What follows belongs to an exercise in optimizing a design on an open flow for small area, a short achievable clock period and few clock cycles; a production flow would make more cautious choices. Where RTL was checked, it was by simulation tests only, not by an equivalence proof against the original. No activity file was given, so power comes from the tool's default toggle rates.

Design mcp23x17_seq, start of the top module:
module mcp23x17_seq (
    input  wire        clk,
    input  wire        rst,             
    input  wire [7:0]   cfg_mode,       
    input  wire [11:0]  cfg_opcode,     
    input  wire [3:0]   cfg_bank,       
    input  wire [287:0] cfg_porta,      
    input  wire [255:0] cfg_portb,      
    input  wire [3:0]   cmd_valid,
    input  wire [63:0]  cmd_word,
    output wire [3:0]   cmd_ready,
    output wire [31:0]  ctx_status,     
    output wire [31:0]  rsp_data,       
    output wire [15:0]  fault_status,
    output wire [7:0]   fault_ctx,
    output wire [7:0]   fault_dev,
    output wire         escalate,
    output reg  [3:0]   cs,
    input  wire         spi_busy,
    output wire         spi_req,
    output wire [23:0]  spi_tx,
    input  wire         spi_ack,
    input  wire [23:0]  spi_rx,
    input  wire [1:0]   spi_st,
    output wire         i2c_req,
    output wire         i2c_rnw,
    output wire [1:0]   i2c_len,
    output wire [7:0]   i2c_sla,
    output wire [23:0]  i2c_wdata,
    input  wire         i2c_ack,
    input  wire [1:0]   i2c_st,
    input  wire [7:0]   i2c_rdata
);
==> flow/config.mk <==
export PLATFORM = sky130hd
export DESIGN_NAME = mcp23x17_seq
export DESIGN_NICKNAME = mcp23x17_seq
export VERILOG_FILES = /design/flow/design.v
export SDC_FILE = /design/flow/constraint.sdc
export NUM_CORES = 4
export LEC_CHECK = 0
export ABC_CLOCK_PERIOD_IN_PS = 4000
export CAP_MARGIN = 20
export CORE_AREA = 5 5 325 325
export DIE_AREA = 0 0 330 330
export SETUP_SLACK_MARGIN = 5
export SLEW_MARGIN = 20
==> flow/constraint.sdc <==
create_clock -name core_clock -period 10.0 [get_ports {clk}]
set_input_delay 2.0000 -clock core_clock [delete_from_list [all_inputs] [get_ports {clk}]]
set_output_delay 2.0000 -clock core_clock [all_outputs]
set_load 0.01 [all_outputs]
standard.sh (not shown) runs the stock make flow with config.mk's settings and CLKGATE_MAP_FILE= SYNTH_SCRIPT=/design/flow/synth_recipe.tcl, a recipe that flattens the netlist after the stock synthesis.
==> flow/flow/run.sh <==
#!/bin/bash
set -euo pipefail
bash standard.sh "BUFFER_PORTS_ARGS=-buffer_cell sky130_fd_sc_hd__buf_1" finish > standard.log 2>&1
The baseline finished with timing, DRC and antenna clean.
Then changed:
- ABC_CLOCK_PERIOD_IN_PS: 4000 -> default
- SETUP_SLACK_MARGIN: 5 -> default
=>
- clock power is about the same
- die area stays the same
- routed wire length hardly moves
- cell area hardly moves
- maximum frequency fell by 16%
Then changed:
==> flow/flow/run.sh (replaced) <==
#!/bin/bash
set -euo pipefail
bash standard.sh "BUFFER_PORTS_ARGS=-buffer_cell sky130_fd_sc_hd__buf_1" \
  SETUP_SLACK_MARGIN=7 ABC_CLOCK_PERIOD_IN_PS=3000 finish > standard.log 2>&1
After rerunning: Non-clock buffer count rises by 96; register-to-register slack is better by 1.8 ns; global-route usage grows by 0.25 points; routed wire length came out higher by 1.7%; via count goes up by 0.82%; cell count is higher by 2.4%; core utilization increases by 2.8 points; synthesized area does not change; clock skew drops by 0.0091 ns.
Then changed:
- CORE_AREA: 5 5 325 325 -> 5 5 165 165
- CTS_BUF_LIST: default -> sky130_fd_sc_hd__clkbuf_4 sky130_fd_sc_hd__clkbuf_8
- DIE_AREA: 0 0 330 330 -> 0 0 170 170
Result: This time the run ended with an error in I/O pin placement (3_2_place_iop); synthesized area stays the same; synthesized cell count does not change.
Function was not checked in any run of this note: the RTL went through the layout flow alone.


Setup of run 1:
mcp23x17_seq, a different RTL version from the one above (not shown whole).
Size in the first run: about 840 I/O pins, about 13,000 um2 of cells after synthesis.
==> flow/design.v (excerpt) <==
module mcp23x17_seq (
    input  wire        clk,
    input  wire        rst,             
    input  wire [7:0]   cfg_mode,       
    input  wire [11:0]  cfg_opcode,     
    input  wire [3:0]   cfg_bank,       
    input  wire [287:0] cfg_porta,      
    input  wire [255:0] cfg_portb,      
    input  wire [3:0]   cmd_valid,
    input  wire [63:0]  cmd_word,
    output wire [3:0]   cmd_ready,
    output wire [31:0]  ctx_status,     
    output wire [31:0]  rsp_data,       
    output wire [15:0]  fault_status,
    output wire [7:0]   fault_ctx,
    output wire [7:0]   fault_dev,
    output wire         escalate,
    output reg  [3:0]   cs,
    input  wire         spi_busy,
    output wire         spi_req,
    output wire [23:0]  spi_tx,
    input  wire         spi_ack,
    input  wire [23:0]  spi_rx,
    input  wire [1:0]   spi_st,
    output wire         i2c_req,
    output wire         i2c_rnw,
    output wire [1:0]   i2c_len,
    output wire [7:0]   i2c_sla,
    output wire [23:0]  i2c_wdata,
    input  wire         i2c_ack,
    input  wire [1:0]   i2c_st,
    input  wire [7:0]   i2c_rdata
);
==> flow/config.mk <==
export PLATFORM = sky130hd
export DESIGN_NAME = mcp23x17_seq
export DESIGN_NICKNAME = mcp23x17_seq
export VERILOG_FILES = /design/flow/design.v
export SDC_FILE = /design/flow/constraint.sdc
export NUM_CORES = 4
export LEC_CHECK = 0
export CAP_MARGIN = 20
export CORE_AREA = 5 5 195 195
export CTS_BUF_LIST = sky130_fd_sc_hd__clkbuf_8
export DIE_AREA = 0 0 200 200
export SLEW_MARGIN = 20
==> flow/constraint.sdc <==
create_clock -name core_clock -period 10.0 [get_ports {clk}]
set_input_delay 2.0000 -clock core_clock [delete_from_list [all_inputs] [get_ports {clk}]]
set_output_delay 2.0000 -clock core_clock [all_outputs]
set_load 0.01 [all_outputs]
==> flow/flow/run.sh <==
#!/bin/bash
set -euo pipefail
bash standard.sh "BUFFER_PORTS_ARGS=-buffer_cell sky130_fd_sc_hd__buf_1" \
  "PLACE_PINS_ARGS=-min_distance 1 -min_distance_in_tracks" \
  SETUP_SLACK_MARGIN=7.0 TNS_END_PERCENT=10 finish > standard.log 2>&1
Testbench counts of run 1, summed over its fixed seeds: cycles 8,296.
What run 2 does differently from run 1 at the input level:
# run 1
export LEC_CHECK = 0
export CAP_MARGIN = 20
export CORE_AREA = 5 5 195 195
export CTS_BUF_LIST = sky130_fd_sc_hd__clkbuf_8
export DIE_AREA = 0 0 200 200
export SLEW_MARGIN = 20
create_clock -name core_clock -period 10.0 [get_ports {clk}]
# run 2
export LEC_CHECK = 0
export CAP_MARGIN = 20
export CORE_AREA = 5 5 215 215
export CTS_BUF_LIST = sky130_fd_sc_hd__clkbuf_8
export DIE_AREA = 0 0 220 220
export SLEW_MARGIN = 20
create_clock -name core_clock -period 10.0 [get_ports {clk}]
==> flow/flow/run.sh <==
#!/bin/bash
set -euo pipefail
bash standard.sh "BUFFER_PORTS_ARGS=-buffer_cell sky130_fd_sc_hd__buf_1" \
  "PLACE_PINS_ARGS=-min_distance 1 -min_distance_in_tracks" \
  SETUP_SLACK_MARGIN=6.5 TNS_END_PERCENT=10 finish > standard.log 2>&1
==> comparison <==
Compared to run 1, the router laid down more metal wire for run 2. Number of buffers inserted by hold repair at cts came out exactly the same in run 1 and run 2. On share of the clock period used by the worst path after layout: run 2 sits above run 1. On final-layout fill cell count: between run 1 and run 2, it ends up lower for run 1. Reported for run 1 and run 2, final routed DRC violation total turned out identical to the last digit.
Modified inputs, run 3 compared to run 2
# run 2
export LEC_CHECK = 0
export CAP_MARGIN = 20
export CORE_AREA = 5 5 215 215
export CTS_BUF_LIST = sky130_fd_sc_hd__clkbuf_8
export DIE_AREA = 0 0 220 220
export SLEW_MARGIN = 20
create_clock -name core_clock -period 10.0 [get_ports {clk}]
# run 3
export LEC_CHECK = 0
export CAP_MARGIN = 20
export CORE_AREA = 5 5 325 325
export DIE_AREA = 0 0 330 330
export SLEW_MARGIN = 20
create_clock -name core_clock -period 10.0 [get_ports {clk}]
==> flow/flow/run.sh <==
#!/bin/bash
set -euo pipefail
bash standard.sh "BUFFER_PORTS_ARGS=-buffer_cell sky130_fd_sc_hd__buf_1" \
  SETUP_SLACK_MARGIN=6.5 finish > standard.log 2>&1
[summary]
Run 3 finished every stage and its layout cleared the timing, design-rule and antenna checks.
Taking run 2 as the reference, in run 3 detailed route wirelength on metal3 went up about 50%; area after detailed placement went up about 7%; initial antenna violation count went up 220%.
Comparing internal reg-to-reg setup slack for run 3 and run 2, the smaller number came from run 3.
Diff run 3 and run 2: leakage power summed over all cells lower in run 2
Between run 3 and run 2, the switching part of the total does not differ in any meaningful way.
On slack of the critical path: between run 3 and run 2, it ends up higher for run 2.
Run 3 vs run 2 on minimum clock period after layout: run 3 is the higher one.
Sequential cell area in the final layout of run 3 is on par with run 2.
Run 3 vs. run 2: well-tap cell count higher; overall routed net length went up 42,000 um.

-- what the ideal ports hide --
Ports are ideal in the flow. The routed layouts listed here were re-timed in OpenROAD.
Step 1 sets driving cells, clkbuf_16 on the clock port and buf_2 on the other inputs (assumed; they add their load-dependent delay and slew).
Step 2 times the ports against the registers' clock, not the clock port: input delays grow and output delays shrink by t, the midpoint of the rising clock arrivals with the driver on.
Three values: no drivers, after step 1, after step 2; two values: the first two.
| run | t, ns | setup slack, ns | worst setup path at the end | latest minus earliest clock arrival (ns) |
|---|---|---|---|---|
| the first run of note 1 | 0.548 | 5.040 / 5.074 / 4.526 | input to register | 0.022 / 0.023 |
| the second run of note 1 | 0.551 | 4.097 / 4.124 / 3.573 | input to register | 0.021 / 0.022 |
| the third run of note 1 | 0.519 | 5.933 / 5.888 / 5.369 | input to register | 0.013 / 0.014 |
| run 1 | 0.517 | 6.362 / 6.361 / 5.844 | input to register | 0.038 / 0.038 |
| run 2 | 0.514 | 6.242 / 6.243 / 5.729 | input to register | 0.024 / 0.024 |
| run 3 | 0.532 | 6.222 / 6.236 / 5.703 | input to register | 0.013 / 0.013 |
After both steps every run listed still meets setup and hold. The setup slack of the third run of note 1, which loses most, moves by -0.045 ns with the drivers and by -0.564 ns with both steps.
